Context: an optimization exercise on an open-source flow, tuned for small area. The choices shown serve that exercise and are no tape-out recipe.
Only simulation tests tie the RTL to the original design; equivalence was not proved.
Power and IR drop assume default switching activity.

### run.sh
#!/bin/bash
# synth_recipe.tcl (not shown) runs the flow's synth.tcl, then flattens the netlist and writes it again
# the make line also repeats each setting of config.mk as NAME=value (left out here)
make -C /OpenROAD-flow-scripts/flow DESIGN_CONFIG=/design/flow/config.mk WORK_HOME=/design/flow/orfs CLKGATE_MAP_FILE= SYNTH_SCRIPT=/design/flow/synth_recipe.tcl finish
### config.mk
export PLATFORM = sky130hd
export DESIGN_NAME = jtag_chain_ctrl
export DESIGN_NICKNAME = jtag_chain_ctrl
export VERILOG_FILES = /design/flow/design.v
export SDC_FILE = /design/flow/constraint.sdc
export NUM_CORES = 4
export LEC_CHECK = 0
export CAP_MARGIN = 20
export CORE_MARGIN = 2
export CORE_UTILIZATION = 40
export PLACE_DENSITY = 0.6
export SLEW_MARGIN = 20
### constraint.sdc
create_clock -name core_clock -period 15.0 [get_ports {clk}]
set_input_delay 3.0000 -clock core_clock [delete_from_list [all_inputs] [get_ports {clk}]]
set_output_delay 3.0000 -clock core_clock [all_outputs]
set_load 0.01 [all_outputs]
### design.v
module jtag_chain_ctrl (
    input  wire        clk,
    input  wire        rst,
    input  wire        host_wr,
    input  wire        host_rd,
    input  wire [13:0] host_addr,
    input  wire [31:0] host_wdata,
    output reg  [31:0] host_rdata,
    output wire        sd_req_valid,
    input  wire        sd_req_ready,
    output wire        sd_req_kind,       
    output wire [15:0] sd_req_len,
    output wire [31:0] sd_req_idle,
    output wire        sd_req_capture,
    output wire        sd_tdi_valid,
    input  wire        sd_tdi_ready,
    output wire        sd_tdi,
    input  wire        sd_tdo,
    input  wire        sd_resp_valid,
    input  wire        sd_resp_ok,
    input  wire [15:0] sd_resp_len
);
    localparam OP_LOAD   = 5'h01, OP_CLEAR = 5'h02, OP_DCOUNT = 5'h03, OP_TOTIR = 5'h04,
               OP_TOTDR  = 5'h05, OP_DVIEW = 5'h06, OP_WIR    = 5'h08, OP_RWIR  = 5'h09,
               OP_VIRC   = 5'h0A, OP_WDR   = 5'h10, OP_RWDR   = 5'h11, OP_CURDR = 5'h12,
               OP_VDRL   = 5'h13, OP_CHKDR = 5'h14, OP_SURVEY = 5'h18;
    localparam E_OK = 3'd0, E_TRANSPORT = 3'd1, E_RANGE = 3'd2, E_MISMATCH = 3'd3,
               E_ILLEGAL = 3'd4, E_NOTCFG = 3'd5;
    localparam M_NONE = 3'd0, M_RX = 3'd1, M_C = 3'd2, M_TOT = 3'd3, M_N = 3'd4,
               M_MM = 3'd5, M_DV = 3'd6, M_SURV = 3'd7;
    localparam S_IDLE = 3'd0, S_CHECK = 3'd1, S_REQ = 3'd2, S_BITS = 3'd3, S_RESP = 3'd4,
               S_WAIT = 3'd5;
    reg [31:0] cmd;
    reg        busy, configured, rec_valid, overrun;
    reg [2:0]  err;
    reg [2:0]  dl;
    reg [15:0] tx_len;
    reg [31:0] idle_r, expect_r;
    reg [15:0] chain_n;
    reg [31:0] txw  [0:7];
    reg [31:0] did  [0:7];
    reg [15:0] dirl [0:7];
    reg [255:0] store;         
    reg [31:0]  R;             
    reg [9:0]   C;             
    reg [2:0]   mode;
    reg [2:0]  st;
    reg [1:0]  stage;          
    reg [3:0]  pi;             
    reg [8:0]  pk;             
    reg        have;           
    reg        tdi_r, tdi_body;
    reg [8:0]  rxk;            
    reg [9:0]  run;            
    reg        lastbit, okf;   
    reg        allones;        
    wire [1:0] page  = host_addr[13:12];
    wire       pg0   = (page == 2'd0) && (host_addr[11:7] == 5'd0);
    wire [4:0] ra    = host_addr[6:2];
    wire       pg_tx = (page == 2'd1) && (host_addr[11:5] == 7'd0);
    wire       pg_rx = (page == 2'd2) && (host_addr[11:5] == 7'd0);
    wire       pg_ds = (page == 2'd3) && (host_addr[11:6] == 6'd0);
    wire a_cmd    = pg0 && (ra == 5'd0);
    wire a_txlen  = pg0 && (ra == 5'd2);
    wire a_idle   = pg0 && (ra == 5'd3);
    wire a_expect = pg0 && (ra == 5'd4);
    wire a_chainn = pg0 && (ra == 5'd5);
    wire a_ack    = pg0 && (ra == 5'd14);
    wire arg_write = host_wr && (a_cmd || a_txlen || a_idle || a_expect || a_chainn ||
                                 pg_tx || pg_ds);
    wire wr_ok  = host_wr && !busy;
    wire accept = wr_ok && a_cmd && !rst;
    wire [31:0] wdm = host_wdata & {32{~rst}};
    wire stall = host_rd && host_addr[12];
    wire [4:0] op  = cmd[4:0];
    wire [7:0] dev = cmd[15:8];
    wire [2:0] d3  = cmd[10:8];
    wire [3:0] n4  = chain_n[3:0];
    wire o_load  = (op == OP_LOAD),  o_clear = (op == OP_CLEAR), o_dcount = (op == OP_DCOUNT);
    wire o_totir = (op == OP_TOTIR), o_totdr = (op == OP_TOTDR), o_dview  = (op == OP_DVIEW);
    wire o_wir   = (op == OP_WIR),   o_rwir  = (op == OP_RWIR),  o_virc   = (op == OP_VIRC);
    wire o_wdr   = (op == OP_WDR),   o_rwdr  = (op == OP_RWDR),  o_curdr  = (op == OP_CURDR);
    wire o_vdrl  = (op == OP_VDRL),  o_chkdr = (op == OP_CHKDR), o_survey = (op == OP_SURVEY);
    wire op_device = o_dview | o_wir | o_rwir | o_virc | o_wdr | o_rwdr | o_curdr |
                     o_vdrl | o_chkdr | o_survey;
    wire op_valid  = op_device | o_load | o_clear | o_dcount | o_totir | o_totdr;
    wire op_txread = o_wir | o_rwir | o_wdr | o_rwdr | o_vdrl | o_chkdr;
    wire op_drscan = o_wdr | o_rwdr;
    wire mSURV = (mode == M_SURV);
    wire [31:0] inc = R + 32'd1;
    wire sprobe  = (stage == 2'd1);
    wire s_ir    = (stage == 2'd0) && !op_drscan;
    wire s_dr    = !sprobe && !s_ir;
    wire svsrc   = o_survey && (stage == 2'd0);
    wire scap    = (stage == 2'd2) ||
                   ((stage == 2'd0) && (o_rwir || o_virc || o_rwdr || o_vdrl || o_chkdr));
    wire cap_tdi = (stage == 2'd0) && (o_vdrl || o_chkdr);
    wire [8:0] nb = (stage == 2'd2) ? expect_r[8:0] : tx_len[8:0];
    wire       nb0 = (nb == 9'd0);
    wire       h_tx = host_rd && (page == 2'd1);
    wire [2:0] tsel = h_tx ? host_addr[4:2] : pk[7:5];
    reg [31:0] txmux;
    integer j;
    always @(*) begin
        txmux = 32'd0;
        for (j = 0; j < 8; j = j + 1)
            if (tsel == j && (h_tx || !svsrc)) txmux = txmux | txw[j];
        if (!h_tx && svsrc && mSURV) txmux = txmux | inc;
    end
    wire       h_ds  = host_rd && (page == 2'd3);
    wire [3:0] hidx  = (page == 2'd3) ? host_addr[5:2] : {d3, host_addr[2]};
    wire [2:0] eidx  = (st == S_CHECK) ? d3 : pi[2:0];
    wire [3:0] dsel  = (h_ds || !busy) ? hidx : {eidx, 1'b1};
    wire [31:0] dmux = dsel[0] ? {16'd0, dirl[dsel[3:1]]} : did[dsel[3:1]];
    wire [2:0]  ssel = (page == 2'd2) ? host_addr[4:2] : 3'd0;
    wire [31:0] sraw = store[ssel*32 +: 32];
    wire [9:0]  srem = {1'b0, rxk} - {2'b0, ssel, 5'd0};
    reg  [31:0] smask;
    always @(*) begin
        for (j = 0; j < 32; j = j + 1)
            smask[j] = !srem[9] && (srem[8:5] != 4'd0 || srem[4:0] > j);
    end
    wire [31:0] smux = sraw & smask;
    wire q_bef = !busy && pg0 && (ra == 5'd18);      
    wire q_aft = !busy && pg0 && (ra == 5'd19);      
    reg [8:0] irsum;
    reg       mi;
    always @(*) begin
        irsum = 9'd0;
        for (j = 0; j < 8; j = j + 1) begin
            mi = q_bef ? (j < d3) : ((j < n4) && (!q_aft || j > d3));
            if (mi) irsum = irsum + {3'd0, dirl[j][5:0]};
        end
    end
    wire       pdone   = pi[3];
    wire       f_body  = !sprobe && (pi[2:0] == d3);
    wire [8:0] seglen  = sprobe ? 9'd256 :
                         s_ir   ? {3'd0, dmux[5:0]} :
                         (f_body ? nb : 9'd1);
    wire       seg_last = (pk + 9'd1 == seglen);
    wire       b_src   = txmux[pk[4:0]];
    wire       f_bbit  = (stage == 2'd2) ? 1'b0 : (o_virc ? 1'b1 : b_src);
    wire       f_bit   = sprobe ? pi[0] : (f_body ? f_bbit : 1'b1);
    wire [3:0] pim1    = pi - 4'd1;
    wire       skip    = s_dr && nb0 && (pim1 == {1'b0, d3});
    wire [3:0] pnext   = skip ? pi - 4'd2 : pim1;
    wire consume = (st == S_BITS) && have && sd_tdi_ready;
    wire fetch   = (st == S_REQ || st == S_BITS) && !pdone && !stall && (!have || consume);
    wire [3:0] nm1   = n4 - 4'd1;
    wire [3:0] nm2   = n4 - 4'd2;
    wire       dlast = (d3 == nm1[2:0]);
    wire [3:0] pi_s0 = (op_drscan && dlast && tx_len[8:0] == 9'd0) ? nm2 : nm1;
    wire [3:0] pi_s2 = (dlast && expect_r[8:0] == 9'd0) ? nm2 : nm1;
    wire [5:0] ird = dmux[5:0];
    reg desc_bad;
    always @(*) begin
        desc_bad = 1'b0;
        for (j = 0; j < 8; j = j + 1)
            if (j < chain_n && (dirl[j] == 16'd0 || dirl[j] > 16'd32))
                desc_bad = 1'b1;
    end
    reg        chk_fail;
    reg [2:0]  chk_err, chk_dl;
    always @(*) begin
        chk_fail = 1'b1; chk_err = E_OK; chk_dl = 3'd0;
        if (!op_valid) begin
            chk_err = E_ILLEGAL; chk_dl = 3'd0;
        end else if (cmd[7:5] != 3'd0 || cmd[31:16] != 16'd0) begin
            chk_err = E_ILLEGAL; chk_dl = 3'd1;
        end else if (o_load && configured) begin
            chk_err = E_ILLEGAL; chk_dl = 3'd2;
        end else if (!o_load && !o_clear && !configured) begin
            chk_err = E_NOTCFG; chk_dl = 3'd0;
        end else if (op_device && (dev >= {4'd0, n4})) begin
            chk_err = E_RANGE; chk_dl = 3'd0;
        end else if (op_txread && tx_len > 16'd256) begin
            chk_err = E_RANGE; chk_dl = 3'd1;
        end else if (o_load && chain_n > 16'd8) begin
            chk_err = E_RANGE; chk_dl = 3'd5;
        end else if (o_load && desc_bad) begin
            chk_err = E_RANGE; chk_dl = 3'd6;
        end else if ((o_wir || o_rwir || o_vdrl || o_chkdr) && (tx_len != {10'd0, ird})) begin
            chk_err = E_RANGE; chk_dl = 3'd2;
        end else if (o_virc && ird < 6'd2) begin
            chk_err = E_RANGE; chk_dl = 3'd3;
        end else if (o_chkdr && expect_r > 32'd256) begin
            chk_err = E_RANGE; chk_dl = 3'd4;
        end else begin
            chk_fail = 1'b0;
        end
    end
    wire       z_big   = run[9] || (run[8] && (run[7:0] != 8'd0));
    wire       p_bad   = lastbit || z_big || !okf;
    wire [2:0] p_dl    = lastbit ? 3'd3 : 3'd4;
    wire [9:0] cbase   = o_totdr ? 10'd256 : (10'd257 - {6'd0, n4});
    wire [9:0] cval    = cbase - run;
    wire       c_match = !cval[9] && (expect_r[31:10] == 22'd0) && (expect_r[9:0] == cval);
    wire [9:0] drlen = {7'd0, nm1[2:0]} + {1'b0, nb};
    wire [9:0] slen  = sprobe ? 10'd512 : (s_ir ? {1'b0, irsum} : drlen);
    assign sd_req_valid   = (st == S_REQ);
    assign sd_req_kind    = !s_ir;
    assign sd_req_len     = {6'd0, slen};
    assign sd_req_idle    = ((stage == 2'd0) && op_drscan) ? idle_r : 32'd0;
    assign sd_req_capture = (stage != 2'd0) || o_rwir || o_virc || o_rwdr;
    assign sd_tdi_valid   = (st == S_BITS) && have;
    assign sd_tdi         = tdi_r;
    wire resp_lenbad = sd_req_capture && (sd_resp_len != sd_req_len);
    wire nb_ = !busy;
    wire [2:0] e1 = (err == 3'd0) ? 3'd0 : err - 3'd1;
    wire [7:0] detail = {1'b0, e1, 1'b0, dl};
    wire bool_v = (mode == M_RX) && o_virc && (store[1:0] == 2'b01);
    wire v_st  = nb_ && ((pg_rx && mode == M_RX) || (pg0 && ra == 5'd7 && mode == M_RX) ||
                         (pg0 && ra == 5'd8 && mode == M_MM));
    wire v_ds  = pg_ds || (nb_ && pg0 && mode == M_DV && (ra == 5'd16 || ra == 5'd17));
    wire v_cv  = pg0 && nb_ && ((ra == 5'd7 && mode == M_C) || (ra == 5'd9 && mode == M_MM));
    wire v_c   = pg0 && ra == 5'd13 && mSURV;
    wire v_rxl = pg0 && nb_ && ra == 5'd6 && mode == M_RX;
    wire v_sum = pg0 && nb_ && ((ra == 5'd7 && mode == M_TOT) ||
                                ((ra == 5'd18 || ra == 5'd19) && mode == M_DV));
    wire v_r   = pg0 && ((nb_ && ra == 5'd10 && mode == M_MM) || (ra == 5'd11 && mSURV));
    wire v_inc = pg0 && nb_ && ra == 5'd7 && mSURV;
    wire v_sst = pg0 && ra == 5'd12 && mSURV;
    wire v_n   = pg0 && (ra == 5'd5 || (nb_ && ra == 5'd7 && mode == M_N));
    wire v_db  = pg0 && nb_ && ra == 5'd20 && mode == M_DV;
    wire v_da  = pg0 && nb_ && ra == 5'd21 && mode == M_DV;
    wire [2:0] da = nm1[2:0] - d3;
    wire [31:0] rd_mux =
          ({32{pg0 && ra == 5'd0}} & cmd)
        | ({32{pg0 && ra == 5'd1}} & {8'd0, (mSURV ? 8'd0 : detail), 5'd0, (mSURV ? 3'd0 : err),
                                      3'd0, overrun, bool_v, rec_valid, configured, busy})
        | ({32{pg0 && ra == 5'd2}} & {16'd0, tx_len})
        | ({32{pg0 && ra == 5'd3}} & idle_r)
        | ({32{pg0 && ra == 5'd4}} & expect_r)
        | ({32{v_n}}   & {16'd0, chain_n})
        | ({32{v_cv}}  & {{22{cval[9]}}, cval})
        | ({32{v_c}}   & {{22{C[9]}}, C})
        | ({32{v_rxl}} & {23'd0, rxk})
        | ({32{v_sum}} & {23'd0, irsum})
        | ({32{v_r}}   & R)
        | ({32{v_inc}} & inc)
        | ({32{v_sst}} & {8'd0, detail, 5'd0, err, 8'd0})
        | ({32{v_db}}  & {29'd0, d3})
        | ({32{v_da}}  & {29'd0, da})
        | ({32{pg_tx}} & txmux)
        | ({32{v_st}}  & smux)
        | ({32{v_ds}}  & dmux);
    always @(posedge clk)
        host_rdata <= rd_mux;
    integer w;
    always @(posedge clk) begin
        if (rst || accept)                             cmd      <= wdm;
        if (rst || (wr_ok && a_txlen))                 tx_len   <= wdm[15:0];
        if (rst || (wr_ok && a_idle))                  idle_r   <= wdm;
        if (rst || (wr_ok && a_expect))                expect_r <= wdm;
        if (rst || (wr_ok && a_chainn && !configured)) chain_n  <= wdm[15:0];
        for (w = 0; w < 8; w = w + 1) begin
            if (rst || (wr_ok && pg_tx && host_addr[4:2] == w))
                txw[w] <= wdm;
            if (rst || (wr_ok && pg_ds && !configured && host_addr[5:3] == w && !host_addr[2]))
                did[w] <= wdm;
            if (rst || (wr_ok && pg_ds && !configured && host_addr[5:3] == w && host_addr[2]))
                dirl[w] <= wdm[15:0];
        end
    end
    always @(posedge clk) begin
        if (consume && tdi_body && scap)
            store[rxk[7:0]] <= cap_tdi ? tdi_r : sd_tdo;
    end
    task finish(input [2:0] e, input [2:0] d);
        begin
            err  <= e;
            dl   <= d;
            busy <= 1'b0;
            st   <= S_IDLE;
        end
    endtask
    task scan(input [1:0] s, input [3:0] p);
        begin
            stage   <= s;
            pi      <= p;
            pk      <= 9'd0;
            have    <= 1'b0;
            run     <= 10'd0;
            lastbit <= 1'b0;
            okf     <= 1'b0;
            if (s == 2'd0) allones <= 1'b1;
            if (s != 2'd1) rxk <= 9'd0;
            st      <= S_REQ;
        end
    endtask
    task record(input [2:0] e, input [2:0] d, input [9:0] c);
        begin
            err       <= e;
            dl        <= d;
            C         <= c;
            if (mSURV) R <= inc;
            mode      <= M_SURV;
            rec_valid <= 1'b1;
            st        <= S_WAIT;
        end
    endtask
    always @(posedge clk) begin
        if (rst) begin
            busy <= 1'b0; configured <= 1'b0; rec_valid <= 1'b0;
            overrun <= 1'b0; err <= 3'd0; dl <= 3'd0; mode <= M_NONE;
            st <= S_IDLE; stage <= 2'd0;
        end else begin
            if (busy && arg_write)
                overrun <= 1'b1;
            if (accept) begin
                busy      <= 1'b1;
                err       <= E_OK;
                dl        <= 3'd0;
                overrun   <= 1'b0;
                rec_valid <= 1'b0;
                mode      <= M_NONE;
                R         <= 32'd0;
                stage     <= 2'd0;
                st        <= S_CHECK;
            end
            if (fetch) begin
                tdi_r    <= f_bit;
                tdi_body <= f_body;
                if (f_body && svsrc) allones <= allones & f_bit;
                if (seg_last) begin
                    pi <= pnext;
                    pk <= 9'd0;
                end else
                    pk <= pk + 9'd1;
            end
            if (consume) begin
                if (tdi_body && scap) rxk <= rxk + 9'd1;
                if (sprobe) begin
                    if (sd_tdo == lastbit)
                        run <= run + 10'd1;
                    else begin
                        run     <= 10'd1;
                        lastbit <= sd_tdo;
                        if (lastbit) okf <= run[9] | run[8];
                    end
                end
            end
            if (fetch || consume)
                have <= fetch;
            case (st)
                S_CHECK: if (!stall) begin
                    if (chk_fail)
                        finish(chk_err, chk_dl);
                    else if (o_load) begin
                        configured <= 1'b1;
                        finish(E_OK, 3'd0);
                    end else if (o_clear) begin
                        configured <= 1'b0;
                        finish(E_OK, 3'd0);
                    end else if (o_dcount) begin
                        mode <= M_N;
                        finish(E_OK, 3'd0);
                    end else if (o_totir) begin
                        mode <= M_TOT;
                        finish(E_OK, 3'd0);
                    end else if (o_dview) begin
                        mode <= M_DV;
                        finish(E_OK, 3'd0);
                    end else if (o_totdr || o_curdr)
                        scan(2'd1, 4'd1);
                    else
                        scan(2'd0, pi_s0);
                end
                S_REQ: if (sd_req_ready)
                    st <= pdone && !have ? S_RESP : S_BITS;
                S_BITS: if (consume && pdone && !fetch)
                    st <= S_RESP;
                S_RESP: if (sd_resp_valid) begin
                    if (!sd_resp_ok) begin
                        if (o_survey) record(E_TRANSPORT, 3'd1, 10'd0);
                        else          finish(E_TRANSPORT, 3'd1);
                    end else if (resp_lenbad) begin
                        if (o_survey) record(E_TRANSPORT, 3'd2, 10'd0);
                        else          finish(E_TRANSPORT, 3'd2);
                    end else if (sprobe && p_bad) begin
                        if (o_survey) record(E_TRANSPORT, p_dl, 10'd0);
                        else          finish(E_TRANSPORT, p_dl);
                    end else if (stage == 2'd0) begin
                        if (o_vdrl || o_chkdr || o_survey)
                            scan(2'd1, 4'd1);
                        else begin
                            if (o_rwir || o_rwdr || o_virc) mode <= M_RX;
                            finish(E_OK, 3'd0);
                        end
                    end else if (stage == 2'd1) begin
                        if (o_survey)
                            record(E_OK, 3'd0, cval);
                        else if (o_totdr || o_curdr) begin
                            mode <= M_C;
                            finish(E_OK, 3'd0);
                        end else if (!c_match) begin
                            mode <= M_MM;
                            R    <= expect_r;
                            finish(E_MISMATCH, 3'd0);
                        end else if (o_vdrl) begin
                            mode <= M_C;
                            finish(E_OK, 3'd0);
                        end else
                            scan(2'd2, pi_s2);
                    end else begin
                        mode <= M_RX;
                        finish(E_OK, 3'd0);
                    end
                end
                S_WAIT: if (host_wr && a_ack && (host_wdata[1] || host_wdata[0])) begin
                    rec_valid <= 1'b0;
                    if (host_wdata[1] || allones) begin
                        busy <= 1'b0;       
                        st   <= S_IDLE;
                    end else
                        scan(2'd0, pi_s0);
                end
                default: ;
            endcase
        end
    end
endmodule
==> run summary <==
The filler cell count in the final layout came out at 14100. Sequential elements use between 50% and 60% of the synthesized area. Relative to the synthesized area, the layout overhead comes to 17.6%. The maximum clock rate came out at 67.3 MHz. At the end of the flow the core is filled with cells to 47.3%. The maximum ir drop on the vdd rail came out at 0.168 mV. The clock latency at the later pin of the worst-skew pair is 0.81 ns. The worst setup slack before clock tree synthesis came out at -1.35 ns. The number of pins exceeding their max-slew limit in the final report was 0. The sink count of the clock tree came out at between 1000 and 1500.

The end of the worst register-to-register path is C[0]$_DFFE_PP_. The worst setup path is captured at a primary output. The worst register-to-register path has a depth of 57. Net switching is approximately a third of the power.

The number of DRC markers after the initial detailed-route iteration is roughly 8100. The total track usage is ~29%. For this run, design rule violations remaining after detail routing come to 0. In this run the critical register-to-register path is launched from chain_n[1]$_DFFE_PP_.

The number of routed nets with antenna violations came out at 0. The CTS clock-pin slew for the worst setup and hold paths is 0.06 ns. The total count of hold-check failures in the final report came to 0. The type of the tightest min-delay check is flip-flop to flip-flop. In this run the mean area of a mapped cell was around 11 sq um. The post-detailed-route wirelength per cell came out at 28.5 microns. Entering global routing, the biggest net connects 199 pins. Clock skew on the completed layout was measured at about 0.05 ns.

The arrival time at the worst endpoint came out at 11.86 ns. The fraction of registers with async set or reset after synthesis came out at 0%. The row count came out at between 100 and 150. At the pin with the least slew margin, the transition time is roughly 1.2 ns.

The maximum net fanout on the critical path is 3. The max-slew headroom at the worst pin is 21.3%. Dividing total power by cell area gives a power density of 158 mW/mm^2. The relative contribution of sequential cells to total power is 35.3%. Once layout is complete, the cells apart from fillers number 8203. The cell type with the largest total area after synthesis is sky130_fd_sc_hd__edfxtp_1. Setup repair after global routing could not meet its margin everywhere. The number of iterations in the first detailed-routing pass came out at 7. The count of placed standard cells including taps is roughly 8000. The slack of the worst reg-to-reg path came out at approximately 3.2 ns.

The die outline area came out at 0.156 sq mm. The Yosys step of the flow raised 4 warnings. The synthesized flop and latch total came out at about 1200. The via count of the first global-routing pass is 48200.

The HPWL reported at the end of detailed placement came out at roughly 160000 microns. The most used flip-flop cell after synthesis is sky130_fd_sc_hd__edfxtp_1. The die is between 300 and 400 microns tall. The largest individual stage delay along the critical path comes from the cell sky130_fd_sc_hd__fa_2. The max capacitance violation total is 0. The count of final setup violators came out at 0. The final worst setup slack is 0.141 ns.

The clock power share is 28.1%. The run finished with no timing, DRC or antenna violations. The critical path in this run is classified as input pin to primary output. Counting distinct cell types in the post-synthesis netlist gives 106. The shortest period the worst path allows came out at 14.86 ns. After detailed routing, the number of vias per cell comes to between 6 and 7. The overall power after layout came out at 11.4 mW. The critical path's largest stage delay is 0.50 ns. In this run, the combinational gates consume 36.6% of the power.

The deepest clock path buffer count came out at 3. Tracing the worst setup path back leads to its startpoint at host_addr[8]. The synthesized design devotes to its leading area cell type 54.3% of total area. The first global-routing pass estimated 336000 microns of wire. The congestion estimate from routability-driven global placement came to 0.988. The synthesized netlist cell count came out at 5772. The number of buffer cells added on primary ports came out at 147. The routed wire length came out at around 230000 microns.

The number of antenna violations at the first check in global routing came out at 13. The residual overflow from global routing came out at 0. The end point of the critical path is sd_req_len[8]. The count of H-tree levels built during CTS came out at 4.

The design internal power is 7.36 mW. The clock root buffer is sky130_fd_sc_hd__clkbuf_16. Counting the buffers created by CTS gives 130. 0 antenna diodes ended up in the layout.

The total via count after detailed routing came out at around 52000. The cell area after synthesis came out at 0.0611 sq mm. The core outline area is 0.152 sq mm. In the final design database the tool counted 6242 nets. The switching power came out at 4.01 mW. The number of placed I/O pins came out at approximately 160. The summed negative setup slack over all endpoints came out at 0 ns. The horizontal extent of the die is 395 microns. The count of flip-flops with a built-in enable after synthesis is roughly 1100. Sorting the synthesized cells by area gives the leading types as sky130_fd_sc_hd__edfxtp_1, sky130_fd_sc_hd__o21ai_0, sky130_fd_sc_hd__nand2_1. The share of post-route cells with drive strength above 1 came out at 13.6%.

The worst setup path is launched from an input pin. TritonCTS built the clock tree. The effective utilization at floorplan came out at 40.2%. Summed over all cells, the static leakage comes to 25.0 nW. The endpoint required time on the critical path came out at 12.00 ns. The number of buffers inserted by hold repair at cts came out at 0.

The post-route fraction of the period consumed by the critical path came out at 99.1%.
through the flow:
stage / cell area, sq um / hold WS [ns]
detailed placement: 67000 / 0.529
CTS: 71500 / 0.550
global route: 71800 / 0.563
finish: 71800 / 0.560
global placement: 66900 / 0.523
floorplan: 61100 / 0.438
flip-flops by register name, summed over array words and instances, names as in the netlist, 2 cells and up:
register,flops
dl,3
idle_r,32
pi,4
store,256
R,32
st,3
txw,256
C,10
run,10
expect_r,32
rxk,9
chain_n,16
pk,9
host_rdata,32
tx_len,16
dirl,128
err,3
did,256
cmd,32
stage,2
mode,3
cells in the final DEF, fill, tap and decap left out, drive strengths merged, types with 25 or more instances in the layout:
cell type / instances
o22ai: 74
a221oi: 75
a222oi: 26
a211oi: 83
nand2: 744
inv: 121
o21ai: 591
buf: 415
a311oi: 43
clkdlybuf4s50: 129
xor2: 62
nor4: 68
o221ai: 39
clkbuf: 177
a21o: 35
dfxtp: 50
o211ai: 37
nor3: 114
and3: 39
o31ai: 25
a22o: 47
nand4: 77
xnor2: 77
nand3: 208
mux2i: 73
a22oi: 127
nor2: 402
nor2b: 58
a21oi: 312
and2: 64
clkinv: 42
ha: 89
a31oi: 126
edfxtp: 1104
how the worst min path moves through the flow:
stage                              start              endpoint  slack [ns]  depth (start not counted)
finish              overrun$_SDFFE_PP0P_  overrun$_SDFFE_PP0P_        0.56                          2
global placement    overrun$_SDFFE_PP0P_  overrun$_SDFFE_PP0P_        0.52                          2
global route        overrun$_SDFFE_PP0P_  overrun$_SDFFE_PP0P_        0.56                          2
floorplan           overrun$_SDFFE_PP0P_  overrun$_SDFFE_PP0P_        0.44                          2
detailed placement  overrun$_SDFFE_PP0P_  overrun$_SDFFE_PP0P_        0.53                          2
CTS                 overrun$_SDFFE_PP0P_  overrun$_SDFFE_PP0P_        0.55                          2
metal layers:
metal  part of all wire (%)  wire, microns  global-route usage, %
met1                     41          95100                   40.6
met2                     43         100000                   42.5
met3                     12          27100                   7.30
met4                    4.7          11100                   12.2
met5                  0.018             41                      0
power groups by stage:
stage / Clock (mW) / Combinational, mW / Sequential [mW]
detailed placement: 0 / 3.87 / 4.06
CTS: 3.22 / 4.02 / 4.00
finish: 3.19 / 4.17 / 4.01
global placement: 0 / 3.84 / 4.06
global route: 3.35 / 4.47 / 4.03
floorplan: 0 / 2.19 / 3.94
cells by family after synthesis:
kind of cell	share of synthesized area [%]
simple gates	14.3
other cells	0.00614
buf+inv	3.22
mux	2.20
xor+xnor	2.14
compound gates	20.0
fa+ha+maj	2.18
flops	55.9
synthesized netlist by cell type, types with 75 or more instances:
cell                       number
sky130_fd_sc_hd__ha_1          89
sky130_fd_sc_hd__o21ai_0      585
sky130_fd_sc_hd__a221oi_1      75
sky130_fd_sc_hd__inv_1        107
sky130_fd_sc_hd__nand4_1       77
sky130_fd_sc_hd__nand2_1      744
sky130_fd_sc_hd__a211oi_1      82
sky130_fd_sc_hd__nor2_1       401
sky130_fd_sc_hd__edfxtp_1    1104
sky130_fd_sc_hd__clkbuf_1     315
sky130_fd_sc_hd__a22oi_1      126
sky130_fd_sc_hd__a21oi_1      308
sky130_fd_sc_hd__a31oi_1      126
sky130_fd_sc_hd__xnor2_1       77
sky130_fd_sc_hd__nand3_1      208
sky130_fd_sc_hd__nor3_1       113
worst max-delay path, delay by kind of cell:
| family | cells | cell delay [ns] |
|---|---|---|
| compound gates | 25 | 3.53 |
| xor+xnor | 1 | 0.08 |
| fa+ha+maj | 8 | 2.45 |
| buf+inv | 6 | 0.70 |
| mux | 2 | 0.50 |
| simple gates | 9 | 1.58 |
cell type report:
type                       instances  area (sq um)  area share, %
multi-input combinational       4120         25900           36.0
inverter                         111           422          0.587
timing repair buffer             554          4620           6.44
clock buffer                     171          3460           4.81
clock inverter                    63           757           1.05
sequential                      1154         34200           47.6
tap                             2030          2540           3.54
what timing repair did:
action | in CTS | in global routing
buffers inserted | 16 | 10
pin swaps | 29 | 41
gates resized for setup | 79 | 68
setup endpoints to repair | 6 | 6

[separate check: timing with driven ports]
Ports are ideal in the flow. The routed layout listed here was re-timed in OpenROAD.
Step 1 sets driving cells, clkbuf_16 on the clock port and buf_2 on the other inputs (assumed; they add their load-dependent delay and slew).
Step 2 moves the port delays by t, midway between the first and last clock arrival at a register: inputs arrive t later, outputs are due t later. That takes back most of the time a late clock gives input paths.
Slacks: ideal / step 1 / step 2; pairs: ideal / step 1.
t (ns): 0.865
setup WS [ns]: 0.141 / 0.100 / 0.100
worst hold slack (ns): 0.560 / 0.560 / 0.560
After both steps this run still meets setup and hold. The setup slack of this run moves by -0.041 ns with the drivers and by -0.041 ns with both steps.
